Source: an optimization exercise on an open RTL-to-GDS flow (aim: small area, a short achievable clock period and few clock cycles). Production flows keep margins and buffers that such runs may drop.
At most, simulation tests tie the RTL to the original design; equivalence was not proved.
Power and IR drop assume default switching activity.

==> willow <==
Design bayer_unpack, start of the top module:
module bayer_unpack (
    input  wire        clk,
    input  wire        rst,             
    input  wire        start,
    input  wire [11:0] cfg_width,
    input  wire [11:0] cfg_height,
    input  wire [31:0] cfg_mode,
    input  wire [15:0] cfg_stride,
    input  wire [31:0] cfg_src_len,
    output wire [1:0]  state,
    output wire [3:0]  err,
    output wire [3:0]  errfield,
    output wire [12:0] row,
    output wire [31:0] fault_addr,
    output wire        src_req,
    output wire [31:0] src_addr,
    input  wire        src_gnt,
    input  wire        src_rvalid,
    input  wire [7:0]  src_rdata,
    output wire        dst_we,
    output wire [25:0] dst_addr,
    output wire [7:0]  dst_wdata,
    input  wire        dst_ready
);
Settings: LEC_CHECK=0, CAP_MARGIN=20, CORE_MARGIN=2, CORE_UTILIZATION=40, SETUP_SLACK_MARGIN=4.5, SLEW_MARGIN=20; clock period 8.0 ns.
run.sh (not shown) runs the stock make flow with config.mk's settings and CLKGATE_MAP_FILE= SYNTH_SCRIPT=/design/flow/synth_recipe.tcl, a recipe that flattens the netlist after the stock synthesis.
==> inputs of tundra, as changes to willow <==
--- a/flow/design.v
+++ b/flow/design.v
@@ -158,97 +158,90 @@
     wire       ehead   = emem[0];
     wire [1:0] wpat    = ehead ? {sel_q[0], sel_q[1]} : {sel_q[2], sel_q[3]};
     wire       w_isd   = bin_q || (hw ? wpat[0] : wpat[1]);
     wire       w_pres  = ecnt[0] && (!w_isd || dcnt[0]);
     wire       w_acc   = w_pres && dst_ready;
     wire       pop_d   = w_acc && w_isd;
     wire       pop_e   = w_acc && (bin_q || hw);
+    reg [31:0] xop;
+    reg        cin;
     reg [3:0]  ph_n;
     reg        bp_en;
     reg        push_e;
-    function [5:0] runxop;
-        input       sec_i;
-        input [2:0] o_i;
-        input       hf_i, xc1_i, step2_i, pat01_i, cmp_i, p12_i;
-        reg         isem, lastp, fits, shr, dbl, m8;
-        reg   [5:0] st;
-        begin
-            isem  = sec_i | (o_i == 3'd0);
-            lastp = xc1_i & (hf_i | step2_i);
-            fits  = cmp_i & (p12_i ? !o_i[2] : (o_i[2:1] != 2'b11));
-            shr   = sec_i & !step2_i & !lastp & fits;
-            dbl   = lastp ? (step2_i & !pat01_i) : step2_i;
-            m8    = lastp ? sec_i : (sec_i & !shr);
-            case ({cmp_i, p12_i, dbl, m8})
-                4'b1000: st = 6'd10;   4'b1001: st = 6'd2;
-                4'b1010: st = 6'd20;   4'b1011: st = 6'd12;
-                4'b1100: st = 6'd12;   4'b1101: st = 6'd4;
-                4'b1110: st = 6'd24;   4'b1111: st = 6'd16;
-                4'b0000, 4'b0100: st = 6'd16;
-                4'b0001, 4'b0101: st = 6'd8;
-                4'b0010, 4'b0110: st = 6'd32;
-                default:          st = 6'd24;
-            endcase
-            runxop = isem ? st : 6'd8;
-        end
-    endfunction
-    wire       pat01 = (pat_cur == 2'b01);
-    wire [4:0] wi0_lo = (p12_q ? 5'd4 : 5'd2) + ((bin_q && bdc) ? swb : 5'd0);
-    reg  [20:0] xop_q;
-    reg         cin_q;
-    wire [31:0] bp_sum = add32(bp, {{11{xop_q[20]}}, xop_q}, cin_q);
+    wire       use_dbl = last_pos ? (step2 && pat_cur != 2'b01) : step2;
+    wire       minus8  = last_pos ? sec : (sec && !share);
+    reg  [5:0] stps;
+    always @(*) begin
+        case ({cmp_q, p12_q, use_dbl, minus8})
+            4'b1000: stps = 6'd10;   4'b1001: stps = 6'd2;
+            4'b1010: stps = 6'd20;   4'b1011: stps = 6'd12;
+            4'b1100: stps = 6'd12;   4'b1101: stps = 6'd4;
+            4'b1110: stps = 6'd24;   4'b1111: stps = 6'd16;
+            4'b0000, 4'b0100: stps = 6'd16;
+            4'b0001, 4'b0101: stps = 6'd8;
+            4'b0010, 4'b0110: stps = 6'd32;
+            default:          stps = 6'd24;
+        endcase
+    end
+    wire [31:0] bp_sum = add32(bp, xop, cin);
     wire [3:0] ph_row = bin_q ? PH_RUN :
                         (pat_full == 2'b00) ? PH_Z : (pat_full == 2'b01) ? PH_RS : PH_RUN;
     wire        pre_end = (row_q == {h_q, 1'b0});
     wire        hi_bad  = gt32(bp, {sl_q, 3'b000});
     always @(*) begin
+        xop    = 32'd0;
+        cin    = 1'b0;
         bp_en  = 1'b0;
         ph_n   = ph_q;
         push_e = 1'b0;
         case (ph_q)
             PH_PI: begin
                 ph_n = PH_PI1;
             end
             PH_PI1: begin
-                bp_en = 1'b1; ph_n = PH_PRE;
+                xop = {15'd0, rb_q}; bp_en = 1'b1; ph_n = PH_PRE;
             end
             PH_PRE: begin
+                xop = {13'd0, pitch};
                 if (pre_end) ph_n = PH_WI0;
                 else if (hi_bad) ph_n = PH_FLT;
                 else bp_en = 1'b1;
             end
             PH_FLT: begin
-                bp_en = 1'b1; ph_n = PH_FLT2;
+                xop = {15'h7fff, ~rb_q}; cin = 1'b1; bp_en = 1'b1; ph_n = PH_FLT2;
             end
             PH_WI0: begin
                 ph_n = (bin_q && bdr) ? PH_WI1 : (bin_q ? PH_RUN : ph_row);
             end
             PH_WI1: begin
-                bp_en = 1'b1; ph_n = PH_RUN;
+                xop = {13'd0, pitch}; bp_en = 1'b1; ph_n = PH_RUN;
             end
             PH_RS: begin
-                bp_en = 1'b1; ph_n = PH_RUN;
+                xop = {27'd0, swb}; bp_en = 1'b1; ph_n = PH_RUN;
             end
             PH_RUN: begin
                 bp_en = acc;
+                if (!isemit) xop = 32'd8;
+                else xop = {26'd0, stps};
                 push_e = acc && isemit && pair_done;
                 if (acc && isemit && last_pos) ph_n = PH_T1;
             end
             PH_Z: begin
-                if (!ecnt[ED-1]) begin
+                if (!ecnt[ED-1] || pop_e) begin
                     push_e = 1'b1;
                     if (xc_one) ph_n = PH_T1;
                 end
             end
             PH_T1: begin
+                xop = bin_q ? {12'd0, pitch, 1'b0} : {13'd0, pitch};
                 bp_en = 1'b1;
                 ph_n = pre_end ? PH_END : zr ? ph_row : PH_T2;
             end
             PH_T2: begin
-                bp_en = 1'b1;
+                xop = {15'h7fff, ~rb_q}; cin = 1'b1; bp_en = 1'b1;
                 ph_n = ph_row;
             end
             default: ;
         endcase
     end
     wire [DD-1:0] ocnt_n = (acc_e && !pop_d) ? {ocnt[DD-2:0], 1'b1} :
                            (!acc_e && pop_d) ? {1'b0, ocnt[DD-1:1]} : ocnt;
@@ -265,55 +258,14 @@
     wire [ED-1:0] e_free = ~ecnt & {ecnt[ED-2:0], 1'b1};
     wire [ED-1:0] e_last = ecnt & ~{1'b0, ecnt[ED-1:1]};
     wire row_end = (ph_q == PH_RUN && acc && isemit && last_pos) ||
                    (ph_q == PH_Z && push_e && xc_one);
     wire [31:0] sl_inc  = inc32({3'b000, sl_q});
     wire [31:0] row_inc = inc32({20'd0, row_q[12:1]});
     wire [31:0] xc_dec  = ~inc32({20'hfffff, ~xc});
-    reg        n_sec, n_hf, n_xc1;
-    reg  [2:0] n_o;
-    wire [2:0] o_emit = o + xop_q[2:0];
-    always @(*) begin
-        n_sec = sec; n_o = o; n_hf = hf; n_xc1 = xc_one;
-        if (ph_q == PH_RUN) begin
-            if (acc) begin
-                if (!isemit) n_sec = 1'b1;
-                else begin
-                    n_sec = share;
-                    n_o   = o_emit;
-                    n_hf  = (pat_cur == 2'b11) ? ~hf : hf;
-                    n_xc1 = pair_done ? (xc == 12'd2) : xc_one;
-                end
-            end
-        end else begin
-            n_sec = 1'b0;
-            n_o   = (ph_q == PH_WI0) ? wi0_lo[2:0] : bp_sum[2:0];
-            n_hf  = (ph_q == PH_RS);
-            n_xc1 = (w_q == 12'd1);
-        end
-    end
-    wire [5:0] xs_n = runxop(n_sec, n_o, n_hf, n_xc1, step2, pat01, cmp_q, p12_q);
-    wire [20:0] op_pitch  = {2'b00, pitch};
-    wire [20:0] op_pitchr = bin_q ? {1'b0, pitch, 1'b0} : {2'b00, pitch};
-    wire [20:0] op_nrb    = {4'hf, ~rb_q};
-    reg  [20:0] xop_ph;
-    always @(*) begin
-        case (ph_n)
-            PH_PI1:         xop_ph = {4'd0, rb_c[16:0]};
-            PH_PRE, PH_WI1: xop_ph = op_pitch;
-            PH_FLT, PH_T2:  xop_ph = op_nrb;
-            PH_RS:          xop_ph = {16'd0, swb};
-            PH_T1:          xop_ph = op_pitchr;
-            default:        xop_ph = {15'd0, xs_n};
-        endcase
-    end
-    wire [20:0] xop_n = (ph_q == PH_RUN) ?
-                        (acc ? ((isemit && last_pos) ? op_pitchr : {15'd0, xs_n}) : xop_q) :
-                        xop_ph;
-    wire        cin_n = (ph_n == PH_FLT) || (ph_n == PH_T2);
     integer i;
     always @(posedge clk) begin
         if (rst) begin
             st_q   <= ST_IDLE;
             err_q  <= 2'd0;
             fgeo_q <= 1'b0;
             row_q  <= 13'd0;
@@ -351,26 +303,25 @@
                 row_q <= {cfg_height, 1'b0};
             end else begin
                 st_q <= ST_RUN;
             end
         end else if (st_q == ST_RUN) begin
             ph_q <= ph_n;
             if (bp_en) bp <= bp_sum;
-            xop_q <= xop_n;
-            cin_q <= cin_n;
             if (ph_q == PH_PI) rb_q <= rb_c[16:0];
             if (ph_q == PH_PRE && !pre_end && !hi_bad)
                 row_q <= row_q[0] ? {row_inc[11:0], 1'b0} : {row_q[12:1], 1'b1};
             if (ph_q == PH_FLT2) begin
                 if (hi_bad) sl_q <= bp[31:3];
                 st_q  <= ST_FAIL;
                 err_q <= 2'd3;
             end
             if (ph_q == PH_WI0) begin
-                bp <= {22'd0, 5'b10000, wi0_lo};
+                bp <= 32'd512 + (p12_q ? 32'd4 : 32'd2) +
+                      ((bin_q && bdc) ? {27'd0, swb} : 32'd0);
                 sl_q  <= 29'd0;
                 row_q <= 13'd0;
             end
             if (ph_q == PH_WI0 || ph_q == PH_T1 || ph_q == PH_T2) begin
                 xc  <= w_q;
                 xc_one <= (w_q == 12'd1);
                 sec <= 1'b0;
- CORE_UTILIZATION: 40 -> 55
- CTS_BUF_LIST: default -> sky130_fd_sc_hd__clkbuf_8
- SETUP_SLACK_MARGIN: 4.5 -> 4
==> impl_metrics.tcl <==
set metrics [dict create \
    hold_ws_ns 0.505 \
    status "complete, no violations" \
    fin_nets 2091 \
    p_sw_share_pct 30.0 \
    cts-htree-levels 2 \
    path_depth 18 \
]
# the run above: tundra

==> impl_metrics.tcl <==
set metrics [dict create \
    p_sw_share_pct 29.7 \
    cts-htree-levels 1 \
    hold_ws_ns 0.477 \
    status "complete, no violations" \
    syn_area_mm2 0.0176 \
    path_depth 7 \
]
# the run above: willow

Testbench counts of tundra, summed over its fixed seeds: cycles 45,817.
No functional check of the RTL was part of willow.

==> 10-28: inputs <==
==> flow/design.v <==
module bayer_unpack (
    input  wire        clk,
    input  wire        rst,             
    input  wire        start,
    input  wire [11:0] cfg_width,
    input  wire [11:0] cfg_height,
    input  wire [31:0] cfg_mode,
    input  wire [15:0] cfg_stride,
    input  wire [31:0] cfg_src_len,
    output wire [1:0]  state,
    output wire [3:0]  err,
    output wire [3:0]  errfield,
    output wire [12:0] row,
    output wire [31:0] fault_addr,
    output wire        src_req,
    output wire [31:0] src_addr,
    input  wire        src_gnt,
    input  wire        src_rvalid,
    input  wire [7:0]  src_rdata,
    output wire        dst_we,
    output wire [25:0] dst_addr,
    output wire [7:0]  dst_wdata,
    input  wire        dst_ready
);
    localparam integer DD = 4;    
    localparam integer TD = 3;    
    localparam integer ED = 4;    
    localparam [1:0] ST_IDLE = 2'd0, ST_RUN = 2'd1, ST_DONE = 2'd2, ST_FAIL = 2'd3;
    localparam [3:0] PH_PI  = 4'd0,  PH_PRE = 4'd1,  PH_FLT = 4'd2,  PH_FLT2 = 4'd3,
                     PH_WI0 = 4'd4,  PH_WI1 = 4'd5,  PH_RS  = 4'd6,  PH_RUN  = 4'd7,
                     PH_Z   = 4'd8,  PH_T1  = 4'd9,  PH_T2  = 4'd10, PH_END  = 4'd11;
    reg [11:0] w_q, h_q;
    reg        p12_q, cmp_q, bin_q, snz_q;
    reg [3:0]  sel_q;         
    reg [15:0] stride_q;
    reg [28:0] sl_q;          
    reg [1:0]  st_q;
    reg [1:0]  err_q;
    reg        fgeo_q;
    reg [12:0] row_q;
    reg [3:0]  ph_q;
    wire [7:0] in_prec = cfg_mode[7:0];
    wire [3:0] in_sel  = cfg_mode[19:16];
    wire       prec_ok = (in_prec == 8'd10) || (in_prec == 8'd12);
    wire [8:0] geom_prod = cfg_width[2:0] * cfg_height[2:0] * in_prec[2:0];
    wire       geom_ok = (geom_prod[2:0] == 3'd0);
    wire       start_ok = start && (st_q != ST_RUN);
    wire [4:0]  swb  = cmp_q ? (p12_q ? 5'd12 : 5'd10) : 5'd16;
    wire [16:0] rb   = cmp_q ? (p12_q ? ({5'd0, w_q} << 4) + ({5'd0, w_q} << 3)
                                      : ({5'd0, w_q} << 4) + ({5'd0, w_q} << 2))
                             : ({5'd0, w_q} << 5);
    wire [18:0] pitch = snz_q ? {stride_q, 3'b000} : {2'b00, rb};
    wire        bdr = sel_q[1] | sel_q[0];
    wire        bdc = sel_q[1] | (~sel_q[0] & sel_q[3]);
    reg [31:0] bp;            
    reg        sec;           
    reg [11:0] xc;            
    reg        hf;            
    reg        rp;            
    reg        zr;            
    reg        rq_v;          
    wire [1:0]  pat_full = rp ? {sel_q[0], sel_q[1]} : {sel_q[2], sel_q[3]};
    wire [1:0]  pat_cur = bin_q ? 2'b10 : pat_full;
    reg [2:0]  dcnt;          
    reg [2:0]  ocnt;          
    reg [1:0]  tcnt;          
    reg [2:0]  ecnt;          
    reg [7:0]  dmem [0:DD-1];
    reg [3:0]  tmem [0:TD-1];
    reg        emem [0:ED-1];
    reg        we_q;
    reg [7:0]  wdata_q;
    reg        hw;            
    reg [7:0]  prev;          
    wire [2:0] o      = bp[2:0];
    wire       two    = (o != 3'd0);
    wire       isemit = sec || !two;
    wire       acc    = rq_v && src_gnt;
    wire       acc_e  = acc && isemit;
    wire       pair_done = bin_q || hf || (pat_cur != 2'b11);
    wire       last_pos  = pair_done && (xc == 12'd0);
    wire       lastrow   = (h_q == 12'd1) && (bin_q || rp);
    wire       step2     = bin_q || (pat_cur != 2'b11);
    wire [4:0] o_plus    = {2'b00, o} + swb;
    wire       share     = sec && !step2 && !last_pos && !o_plus[4];
    wire [3:0] thead  = tmem[0];
    wire       rx_emit = src_rvalid && thead[3];
    wire [15:0] rwin  = {src_rdata, prev};
    wire [7:0] aligned = (thead[2:0] == 3'd0) ? src_rdata : (rwin >> thead[2:0]);
    wire       ehead   = emem[0];
    wire [1:0] wpat    = ehead ? {sel_q[0], sel_q[1]} : {sel_q[2], sel_q[3]};
    wire       w_isd   = bin_q || (hw ? wpat[0] : wpat[1]);
    wire       w_free  = !we_q || dst_ready;
    wire       w_load  = (st_q == ST_RUN) && w_free && (ecnt != 3'd0) && (!w_isd || dcnt != 3'd0);
    wire       pop_d   = w_load && w_isd;
    wire       pop_e   = w_load && (bin_q || hw);
    reg [31:0] xop;
    reg        cin;
    reg [3:0]  ph_n;
    reg        bp_en;
    reg        push_e;
    wire [5:0] stp  = step2 ? {swb, 1'b0} : {1'b0, swb};
    wire [5:0] stpx = (sec && !share) ? stp - 6'd8 : stp;
    wire [5:0] stpl = ((pat_cur == 2'b01) ? {1'b0, swb} : stp) - (sec ? 6'd8 : 6'd0);
    wire [31:0] bp_sum = bp + xop + {31'd0, cin};
    wire [3:0] ph_row = bin_q ? PH_RUN :
                        (pat_full == 2'b00) ? PH_Z : (pat_full == 2'b01) ? PH_RS : PH_RUN;
    wire        pre_end = (row_q == {h_q, 1'b0});
    wire        hi_bad  = (bp > {sl_q, 3'b000});
    always @(*) begin
        xop    = 32'd0;
        cin    = 1'b0;
        bp_en  = 1'b0;
        ph_n   = ph_q;
        push_e = 1'b0;
        case (ph_q)
            PH_PI: begin
                xop = {15'd0, rb}; bp_en = 1'b1; ph_n = PH_PRE;
            end
            PH_PRE: begin
                xop = {13'd0, pitch};
                if (pre_end) ph_n = PH_WI0;
                else if (hi_bad) ph_n = PH_FLT;
                else bp_en = 1'b1;
            end
            PH_FLT: begin
                xop = {15'h7fff, ~rb}; cin = 1'b1; bp_en = 1'b1; ph_n = PH_FLT2;
            end
            PH_WI0: begin
                ph_n = (bin_q && bdr) ? PH_WI1 : (bin_q ? PH_RUN : ph_row);
            end
            PH_WI1: begin
                xop = {13'd0, pitch}; bp_en = 1'b1; ph_n = PH_RUN;
            end
            PH_RS: begin
                xop = {27'd0, swb}; bp_en = 1'b1; ph_n = PH_RUN;
            end
            PH_RUN: begin
                if (acc) begin
                    bp_en = 1'b1;
                    if (!isemit) xop = 32'd8;
                    else begin
                        push_e = pair_done;
                        if (last_pos) begin
                            xop = {{26{stpl[5]}}, stpl};
                            ph_n = lastrow ? PH_END : PH_T1;
                        end else
                            xop = {26'd0, stpx};
                    end
                end
            end
            PH_Z: begin
                if (ecnt != ED[2:0] || pop_e) begin
                    push_e = 1'b1;
                    if (xc == 12'd0) ph_n = lastrow ? PH_END : PH_T1;
                end
            end
            PH_T1: begin
                xop = bin_q ? {12'd0, pitch, 1'b0} : {13'd0, pitch};
                bp_en = 1'b1;
                ph_n = zr ? ph_row : PH_T2;
            end
            PH_T2: begin
                xop = {15'h7fff, ~rb}; cin = 1'b1; bp_en = 1'b1;
                ph_n = ph_row;
            end
            default: ;
        endcase
    end
    wire [2:0] ocnt_n = ocnt + {2'd0, acc_e} - {2'd0, pop_d};
    wire [1:0] tcnt_n = tcnt + {1'd0, acc} - {1'd0, src_rvalid};
    wire [2:0] ecnt_n = ecnt + {2'd0, push_e} - {2'd0, pop_e};
    wire [2:0] dcnt_n = dcnt + {2'd0, rx_emit} - {2'd0, pop_d};
    wire row_end = (ph_q == PH_RUN && acc && isemit && last_pos) ||
                   (ph_q == PH_Z && push_e && xc == 12'd0);
    integer i;
    always @(posedge clk) begin
        if (rst) begin
            st_q   <= ST_IDLE;
            err_q  <= 2'd0;
            fgeo_q <= 1'b0;
            row_q  <= 13'd0;
            rq_v   <= 1'b0;
            we_q   <= 1'b0;
            dcnt   <= 3'd0;
            ocnt   <= 3'd0;
            tcnt   <= 2'd0;
            ecnt   <= 3'd0;
            hw     <= 1'b0;
        end else if (start_ok) begin
            w_q      <= cfg_width;
            h_q      <= cfg_height;
            p12_q    <= (in_prec == 8'd12);
            cmp_q    <= cfg_mode[8];
            sel_q    <= in_sel;
            bin_q    <= cfg_mode[20];
            stride_q <= cfg_stride;
            snz_q    <= (cfg_stride != 16'd0);
            sl_q     <= (cfg_src_len[31:29] != 3'd0) ? 29'h1fffffff : cfg_src_len[28:0];
            row_q    <= 13'd0;
            bp       <= 32'd512;
            ph_q     <= PH_PI;
            rp       <= 1'b0;
            hw       <= 1'b0;
            fgeo_q   <= 1'b0;
            err_q    <= 2'd0;
            if (in_sel == 4'd0) begin
                st_q <= ST_FAIL; err_q <= 2'd1;
            end else if (!prec_ok) begin
                st_q <= ST_FAIL; err_q <= 2'd2;
            end else if (!geom_ok) begin
                st_q <= ST_FAIL; err_q <= 2'd2; fgeo_q <= 1'b1;
            end else if (cfg_height == 12'd0 || cfg_width == 12'd0) begin
                st_q  <= ST_DONE;
                row_q <= {cfg_height, 1'b0};
            end else begin
                st_q <= ST_RUN;
            end
        end else if (st_q == ST_RUN) begin
            ph_q <= ph_n;
            if (bp_en) bp <= bp_sum;
            if (ph_q == PH_PRE && !pre_end && !hi_bad) row_q <= row_q + 13'd1;
            if (ph_q == PH_FLT2) begin
                if (hi_bad) sl_q <= bp[31:3];
                st_q  <= ST_FAIL;
                err_q <= 2'd3;
            end
            if (ph_q == PH_WI0) begin
                bp <= 32'd512 + (p12_q ? 32'd4 : 32'd2) +
                      ((bin_q && bdc) ? {27'd0, swb} : 32'd0);
                sl_q <= 29'd0;
            end
            if (ph_q == PH_WI0 || ph_q == PH_T1 || ph_q == PH_T2) begin
                xc  <= w_q - 12'd1;
                sec <= 1'b0;
                hf  <= 1'b0;
            end
            if (ph_q == PH_RS) hf <= 1'b1;
            if ((ph_q == PH_T1 && zr) || ph_q == PH_T2 || ph_q == PH_WI0)
                zr <= !bin_q && (ph_row == PH_Z);
            if (ph_q == PH_RUN && acc) begin
                if (!isemit) sec <= 1'b1;
                else begin
                    sec <= share;
                    if (pat_cur == 2'b11) hf <= ~hf;
                    if (pair_done) xc <= xc - 12'd1;
                end
            end
            if (ph_q == PH_Z && push_e) xc <= xc - 12'd1;
            if (row_end) begin
                rp <= ~rp;
                if (bin_q || rp) h_q <= h_q - 12'd1;
            end
            rq_v <= (ph_n == PH_RUN) && (ocnt_n < DD[2:0]) && (tcnt_n < TD[1:0]) &&
                    (ecnt_n < ED[2:0]);
            for (i = 0; i < TD; i = i + 1) begin
                if (src_rvalid) begin
                    if (acc && i == tcnt - 1) tmem[i] <= {isemit, o};
                    else if (i < TD - 1) tmem[i] <= tmem[i + 1];
                end else if (acc && i == tcnt) tmem[i] <= {isemit, o};
            end
            tcnt <= tcnt_n;
            ocnt <= ocnt_n;
            if (src_rvalid) prev <= src_rdata;
            for (i = 0; i < DD; i = i + 1) begin
                if (pop_d) begin
                    if (rx_emit && i == dcnt - 1) dmem[i] <= aligned;
                    else if (i < DD - 1) dmem[i] <= dmem[i + 1];
                end else if (rx_emit && i == dcnt) dmem[i] <= aligned;
            end
            dcnt <= dcnt_n;
            for (i = 0; i < ED; i = i + 1) begin
                if (pop_e) begin
                    if (push_e && i == ecnt - 1) emem[i] <= rp;
                    else if (i < ED - 1) emem[i] <= emem[i + 1];
                end else if (push_e && i == ecnt) emem[i] <= rp;
            end
            ecnt <= ecnt_n;
            if (we_q && dst_ready) sl_q <= sl_q + 29'd1;
            if (w_load) begin
                we_q    <= 1'b1;
                wdata_q <= w_isd ? dmem[0] : 8'd0;
                hw      <= !bin_q && !hw;
            end else if (dst_ready) begin
                we_q <= 1'b0;
            end
            if (ph_q == PH_END && ecnt == 3'd0 && (!we_q || dst_ready)) begin
                st_q <= ST_DONE;
                we_q <= 1'b0;
                rq_v <= 1'b0;
            end
        end
    end
    assign state      = st_q;
    assign err        = {2'b00, err_q};
    assign errfield   = (err_q == 2'd1) ? 4'd1 : (err_q == 2'd2) ? (fgeo_q ? 4'd3 : 4'd2) : 4'd0;
    assign row        = row_q;
    assign fault_addr = (err_q == 2'd3) ? {3'b000, sl_q} : 32'd0;
    assign src_req    = rq_v;
    assign src_addr   = {3'b000, bp[31:3]};
    assign dst_we     = we_q;
    assign dst_addr   = sl_q[25:0];
    assign dst_wdata  = wdata_q;
endmodule
==> flow/run.sh <==
#!/bin/bash
# synth_recipe.tcl (not shown) runs the flow's synth.tcl, then flattens the netlist and writes it again
# the make line also repeats each setting of config.mk as NAME=value (left out here)
make -C /OpenROAD-flow-scripts/flow DESIGN_CONFIG=/design/flow/config.mk WORK_HOME=/design/flow/orfs CLKGATE_MAP_FILE= SYNTH_SCRIPT=/design/flow/synth_recipe.tcl finish
==> flow/config.mk <==
export PLATFORM = sky130hd
export DESIGN_NAME = bayer_unpack
export DESIGN_NICKNAME = bayer_unpack
export VERILOG_FILES = /design/flow/design.v
export SDC_FILE = /design/flow/constraint.sdc
export NUM_CORES = 4
export LEC_CHECK = 0
export CAP_MARGIN = 20
export CORE_MARGIN = 2
export CORE_UTILIZATION = 40
export SLEW_MARGIN = 20
==> flow/constraint.sdc <==
create_clock -name core_clock -period 8.0 [get_ports {clk}]
set_input_delay 1.6000 -clock core_clock [delete_from_list [all_inputs] [get_ports {clk}]]
set_output_delay 1.6000 -clock core_clock [all_outputs]
set_load 0.01 [all_outputs]
==> 02-13: changes against 10-28 <==
--- a/flow/design.v
+++ b/flow/design.v
@@ -29,9 +29,79 @@
     localparam [3:0] PH_PI  = 4'd0,  PH_PRE = 4'd1,  PH_FLT = 4'd2,  PH_FLT2 = 4'd3,
                      PH_WI0 = 4'd4,  PH_WI1 = 4'd5,  PH_RS  = 4'd6,  PH_RUN  = 4'd7,
-                     PH_Z   = 4'd8,  PH_T1  = 4'd9,  PH_T2  = 4'd10, PH_END  = 4'd11;
+                     PH_Z   = 4'd8,  PH_T1  = 4'd9,  PH_T2  = 4'd10, PH_END  = 4'd11,
+                     PH_PI1 = 4'd12;
+    function [31:0] add32;
+        input [31:0] a, b;
+        input        ci;
+        reg   [31:0] g, p, gg, pp, gn, pn;
+        integer l, i, j;
+        begin
+            g = a & b;
+            p = a ^ b;
+            gg = g;
+            pp = p;
+            gg[0] = g[0] | (p[0] & ci);
+            for (l = 0; l < 5; l = l + 1) begin
+                gn = gg;
+                pn = pp;
+                for (i = 0; i < 32; i = i + 1)
+                    if (((i >> l) & 1) == 1) begin
+                        j = ((i >> l) << l) - 1;
+                        gn[i] = gg[i] | (pp[i] & gg[j]);
+                        pn[i] = pp[i] & pp[j];
+                    end
+                gg = gn;
+                pp = pn;
+            end
+            add32 = p ^ {gg[30:0], ci};
+        end
+    endfunction
+    function gt32;
+        input [31:0] a, b;
+        reg   [31:0] g, p, gg, pp, gn, pn;
+        integer l, i, j;
+        begin
+            g = a & ~b;
+            p = ~(a ^ b);
+            gg = g;
+            pp = p;
+            for (l = 0; l < 5; l = l + 1) begin
+                gn = gg;
+                pn = pp;
+                for (i = 0; i < 32; i = i + 1)
+                    if (((i >> l) & 1) == 1) begin
+                        j = ((i >> l) << l) - 1;
+                        gn[i] = gg[i] | (pp[i] & gg[j]);
+                        pn[i] = pp[i] & pp[j];
+                    end
+                gg = gn;
+                pp = pn;
+            end
+            gt32 = gg[31];
+        end
+    endfunction
+    function [31:0] inc32;
+        input [31:0] x;
+        reg   [31:0] pp, pn;
+        integer l, i, j;
+        begin
+            pp = x;
+            for (l = 0; l < 5; l = l + 1) begin
+                pn = pp;
+                for (i = 0; i < 32; i = i + 1)
+                    if (((i >> l) & 1) == 1) begin
+                        j = ((i >> l) << l) - 1;
+                        pn[i] = pp[i] & pp[j];
+                    end
+                pp = pn;
+            end
+            inc32 = x ^ {pp[30:0], 1'b1};
+        end
+    endfunction
     reg [11:0] w_q, h_q;
     reg        p12_q, cmp_q, bin_q, snz_q;
     reg [3:0]  sel_q;         
     reg [15:0] stride_q;
+    reg [16:0] rb_q;          
     reg [28:0] sl_q;          
     reg [1:0]  st_q;
@@ -47,8 +117,8 @@
     wire       start_ok = start && (st_q != ST_RUN);
     wire [4:0]  swb  = cmp_q ? (p12_q ? 5'd12 : 5'd10) : 5'd16;
-    wire [16:0] rb   = cmp_q ? (p12_q ? ({5'd0, w_q} << 4) + ({5'd0, w_q} << 3)
+    wire [16:0] rb_c = cmp_q ? (p12_q ? ({5'd0, w_q} << 4) + ({5'd0, w_q} << 3)
                                       : ({5'd0, w_q} << 4) + ({5'd0, w_q} << 2))
                              : ({5'd0, w_q} << 5);
-    wire [18:0] pitch = snz_q ? {stride_q, 3'b000} : {2'b00, rb};
+    wire [18:0] pitch = snz_q ? {stride_q, 3'b000} : {2'b00, rb_q};
     wire        bdr = sel_q[1] | sel_q[0];
     wire        bdc = sel_q[1] | (~sel_q[0] & sel_q[3]);
@@ -61,5 +131,5 @@
     reg        rq_v;          
     wire [1:0]  pat_full = rp ? {sel_q[0], sel_q[1]} : {sel_q[2], sel_q[3]};
-    wire [1:0]  pat_cur = bin_q ? 2'b10 : pat_full;
+    wire [1:0]  pat_cur  = bin_q ? 2'b10 : pat_full;
     reg [2:0]  dcnt;          
     reg [2:0]  ocnt;          
@@ -69,6 +139,4 @@
     reg [3:0]  tmem [0:TD-1];
     reg        emem [0:ED-1];
-    reg        we_q;
-    reg [7:0]  wdata_q;
     reg        hw;            
     reg [7:0]  prev;          
@@ -78,21 +146,21 @@
     wire       acc    = rq_v && src_gnt;
     wire       acc_e  = acc && isemit;
+    wire       xc_one    = (xc == 12'd1);
     wire       pair_done = bin_q || hf || (pat_cur != 2'b11);
-    wire       last_pos  = pair_done && (xc == 12'd0);
-    wire       lastrow   = (h_q == 12'd1) && (bin_q || rp);
+    wire       last_pos  = pair_done && xc_one;
     wire       step2     = bin_q || (pat_cur != 2'b11);
     wire [4:0] o_plus    = {2'b00, o} + swb;
     wire       share     = sec && !step2 && !last_pos && !o_plus[4];
-    wire [3:0] thead  = tmem[0];
+    wire [3:0] thead   = tmem[0];
     wire       rx_emit = src_rvalid && thead[3];
-    wire [15:0] rwin  = {src_rdata, prev};
+    wire [15:0] rwin   = {src_rdata, prev};
     wire [7:0] aligned = (thead[2:0] == 3'd0) ? src_rdata : (rwin >> thead[2:0]);
     wire       ehead   = emem[0];
     wire [1:0] wpat    = ehead ? {sel_q[0], sel_q[1]} : {sel_q[2], sel_q[3]};
     wire       w_isd   = bin_q || (hw ? wpat[0] : wpat[1]);
-    wire       w_free  = !we_q || dst_ready;
-    wire       w_load  = (st_q == ST_RUN) && w_free && (ecnt != 3'd0) && (!w_isd || dcnt != 3'd0);
-    wire       pop_d   = w_load && w_isd;
-    wire       pop_e   = w_load && (bin_q || hw);
+    wire       w_pres  = (ecnt != 3'd0) && (!w_isd || dcnt != 3'd0);
+    wire       w_acc   = w_pres && dst_ready;
+    wire       pop_d   = w_acc && w_isd;
+    wire       pop_e   = w_acc && (bin_q || hw);
     reg [31:0] xop;
     reg        cin;
@@ -103,9 +171,9 @@
     wire [5:0] stpx = (sec && !share) ? stp - 6'd8 : stp;
     wire [5:0] stpl = ((pat_cur == 2'b01) ? {1'b0, swb} : stp) - (sec ? 6'd8 : 6'd0);
-    wire [31:0] bp_sum = bp + xop + {31'd0, cin};
+    wire [31:0] bp_sum = add32(bp, xop, cin);
     wire [3:0] ph_row = bin_q ? PH_RUN :
                         (pat_full == 2'b00) ? PH_Z : (pat_full == 2'b01) ? PH_RS : PH_RUN;
     wire        pre_end = (row_q == {h_q, 1'b0});
-    wire        hi_bad  = (bp > {sl_q, 3'b000});
+    wire        hi_bad  = gt32(bp, {sl_q, 3'b000});
     always @(*) begin
         xop    = 32'd0;
@@ -116,5 +184,8 @@
         case (ph_q)
             PH_PI: begin
-                xop = {15'd0, rb}; bp_en = 1'b1; ph_n = PH_PRE;
+                ph_n = PH_PI1;
+            end
+            PH_PI1: begin
+                xop = {15'd0, rb_q}; bp_en = 1'b1; ph_n = PH_PRE;
             end
             PH_PRE: begin
@@ -125,5 +196,5 @@
             end
             PH_FLT: begin
-                xop = {15'h7fff, ~rb}; cin = 1'b1; bp_en = 1'b1; ph_n = PH_FLT2;
+                xop = {15'h7fff, ~rb_q}; cin = 1'b1; bp_en = 1'b1; ph_n = PH_FLT2;
             end
             PH_WI0: begin
@@ -137,21 +208,15 @@
             end
             PH_RUN: begin
-                if (acc) begin
-                    bp_en = 1'b1;
-                    if (!isemit) xop = 32'd8;
-                    else begin
-                        push_e = pair_done;
-                        if (last_pos) begin
-                            xop = {{26{stpl[5]}}, stpl};
-                            ph_n = lastrow ? PH_END : PH_T1;
-                        end else
-                            xop = {26'd0, stpx};
-                    end
-                end
+                bp_en = acc;
+                if (!isemit) xop = 32'd8;
+                else if (last_pos) xop = {{26{stpl[5]}}, stpl};
+                else xop = {26'd0, stpx};
+                push_e = acc && isemit && pair_done;
+                if (acc && isemit && last_pos) ph_n = PH_T1;
             end
             PH_Z: begin
                 if (ecnt != ED[2:0] || pop_e) begin
                     push_e = 1'b1;
-                    if (xc == 12'd0) ph_n = lastrow ? PH_END : PH_T1;
+                    if (xc_one) ph_n = PH_T1;
                 end
             end
@@ -159,8 +224,8 @@
                 xop = bin_q ? {12'd0, pitch, 1'b0} : {13'd0, pitch};
                 bp_en = 1'b1;
-                ph_n = zr ? ph_row : PH_T2;
+                ph_n = pre_end ? PH_END : zr ? ph_row : PH_T2;
             end
             PH_T2: begin
-                xop = {15'h7fff, ~rb}; cin = 1'b1; bp_en = 1'b1;
+                xop = {15'h7fff, ~rb_q}; cin = 1'b1; bp_en = 1'b1;
                 ph_n = ph_row;
             end
@@ -173,5 +238,8 @@
     wire [2:0] dcnt_n = dcnt + {2'd0, rx_emit} - {2'd0, pop_d};
     wire row_end = (ph_q == PH_RUN && acc && isemit && last_pos) ||
-                   (ph_q == PH_Z && push_e && xc == 12'd0);
+                   (ph_q == PH_Z && push_e && xc_one);
+    wire [31:0] sl_inc  = inc32({3'b000, sl_q});
+    wire [31:0] row_inc = inc32({20'd0, row_q[12:1]});
+    wire [31:0] xc_dec  = ~inc32({20'hfffff, ~xc});
     integer i;
     always @(posedge clk) begin
@@ -182,5 +250,4 @@
             row_q  <= 13'd0;
             rq_v   <= 1'b0;
-            we_q   <= 1'b0;
             dcnt   <= 3'd0;
             ocnt   <= 3'd0;
@@ -220,5 +287,7 @@
             ph_q <= ph_n;
             if (bp_en) bp <= bp_sum;
-            if (ph_q == PH_PRE && !pre_end && !hi_bad) row_q <= row_q + 13'd1;
+            if (ph_q == PH_PI) rb_q <= rb_c;
+            if (ph_q == PH_PRE && !pre_end && !hi_bad)
+                row_q <= row_q[0] ? {row_inc[11:0], 1'b0} : {row_q[12:1], 1'b1};
             if (ph_q == PH_FLT2) begin
                 if (hi_bad) sl_q <= bp[31:3];
@@ -229,8 +298,9 @@
                 bp <= 32'd512 + (p12_q ? 32'd4 : 32'd2) +
                       ((bin_q && bdc) ? {27'd0, swb} : 32'd0);
-                sl_q <= 29'd0;
+                sl_q  <= 29'd0;
+                row_q <= 13'd0;
             end
             if (ph_q == PH_WI0 || ph_q == PH_T1 || ph_q == PH_T2) begin
-                xc  <= w_q - 12'd1;
+                xc  <= w_q;
                 sec <= 1'b0;
                 hf  <= 1'b0;
@@ -244,11 +314,12 @@
                     sec <= share;
                     if (pat_cur == 2'b11) hf <= ~hf;
-                    if (pair_done) xc <= xc - 12'd1;
+                    if (pair_done) xc <= xc_dec[11:0];
                 end
             end
-            if (ph_q == PH_Z && push_e) xc <= xc - 12'd1;
+            if (ph_q == PH_Z && push_e) xc <= xc_dec[11:0];
             if (row_end) begin
                 rp <= ~rp;
-                if (bin_q || rp) h_q <= h_q - 12'd1;
+                if (bin_q || row_q[0]) row_q <= {row_inc[11:0], 1'b0};
+                else                   row_q <= {row_q[12:1], 1'b1};
             end
             rq_v <= (ph_n == PH_RUN) && (ocnt_n < DD[2:0]) && (tcnt_n < TD[1:0]) &&
@@ -277,15 +348,10 @@
             end
             ecnt <= ecnt_n;
-            if (we_q && dst_ready) sl_q <= sl_q + 29'd1;
-            if (w_load) begin
-                we_q    <= 1'b1;
-                wdata_q <= w_isd ? dmem[0] : 8'd0;
-                hw      <= !bin_q && !hw;
-            end else if (dst_ready) begin
-                we_q <= 1'b0;
+            if (w_acc) begin
+                sl_q <= sl_inc[28:0];
+                hw   <= !bin_q && !hw;
             end
-            if (ph_q == PH_END && ecnt == 3'd0 && (!we_q || dst_ready)) begin
+            if (ph_q == PH_END && ecnt_n == 3'd0) begin
                 st_q <= ST_DONE;
-                we_q <= 1'b0;
                 rq_v <= 1'b0;
             end
@@ -299,6 +365,6 @@
     assign src_req    = rq_v;
     assign src_addr   = {3'b000, bp[31:3]};
-    assign dst_we     = we_q;
+    assign dst_we     = (st_q == ST_RUN) && w_pres;
     assign dst_addr   = sl_q[25:0];
-    assign dst_wdata  = wdata_q;
+    assign dst_wdata  = w_isd ? dmem[0] : 8'd0;
 endmodule
SETUP_SLACK_MARGIN = 3   (was not set)
==> comparison table <==
Synthesized-area fraction occupied by xor and xnor cells: 10-28 5.54%; 02-13 4.25%
Total sequential power: 10-28 1.45 mW; 02-13 1.49 mW
Sequential cell area: 10-28 6410 sq um; 02-13 6600 sq um
Number of antenna violations at the first check in global routing: 10-28 1; 02-13 0
Worst path setup slack after routing: 10-28 1.51 ns; 02-13 3.12 ns
Clock network power: 10-28 1.20 mW; 02-13 1.32 mW
Via count of the first global-routing pass: 10-28 13,800; 02-13 12,600
Routability-driven placement congestion ratio: 10-28 0.918; 02-13 0.884
Endpoint of the worst register-to-register path: 10-28 bp[29]$_SDFFCE_PP0P_; 02-13 bp[18]$_SDFFCE_PP0P_
Combinational cell power: 10-28 0.810 mW; 02-13 0.766 mW
Lkg Pwr: 10-28 7.48 nW; 02-13 7.53 nW
Final-layout fill cell count: 10-28 3,981; 02-13 3,743
WL met1: 10-28 22.9 mm; 02-13 19.6 mm
Final instance area: 10-28 20,000 sq um; 02-13 19,500 sq um
Average routed wire per standard cell: 10-28 19.4 um; 02-13 19.3 um
Slew HR: 10-28 25.9%; 02-13 29.2%
Clock Buffer Count: 10-28 33; 02-13 30
Run status: 10-28 finished clean; 02-13 finished clean
Fin crit period: 10-28 6.49 ns; 02-13 4.88 ns
Power Internal: 10-28 2.39 mW; 02-13 2.52 mW
Arithmetic-cell share of the synthesized area counting full adders, half adders and majority gates: 10-28 8.10%; 02-13 9.44%
Testbench counts of 10-28, summed over its fixed seeds: cycles 45,817.
Only the layout flow was run in 02-13; the RTL was not checked for function there.

separate check: timing with driven ports:
No port has a modelled driver above. Below, the same layouts with a new extraction and two added sets of constraints.
Step 1: set_driving_cell puts a clkbuf_16 on clk and a buf_2 on each other input, an assumption about the parent block.
Step 2 times the ports against the registers' clock, not the clock port: input delays grow and output delays shrink by t, the midpoint of the rising clock arrivals with the driver on.
Three values: no drivers, after step 1, after step 2; two values: the first two.
run | t (ns) | setup WS [ns] | hold WS [ns]
willow | 0.622 | 4.255 / 4.200 / 3.810 | 0.477 / 0.477 / 0.477
tundra | 0.615 | 4.091 / 4.061 / 3.507 | 0.505 / 0.505 / 0.505
10-28 | 0.629 | 1.511 / 1.511 / 1.325 | 0.476 / 0.476 / 0.476
02-13 | 0.607 | 3.124 / 3.124 / 2.954 | 0.464 / 0.464 / 0.464
After both steps every run listed still meets setup and hold. The setup slack of tundra, which loses most, moves by -0.030 ns with the drivers and by -0.584 ns with both steps.
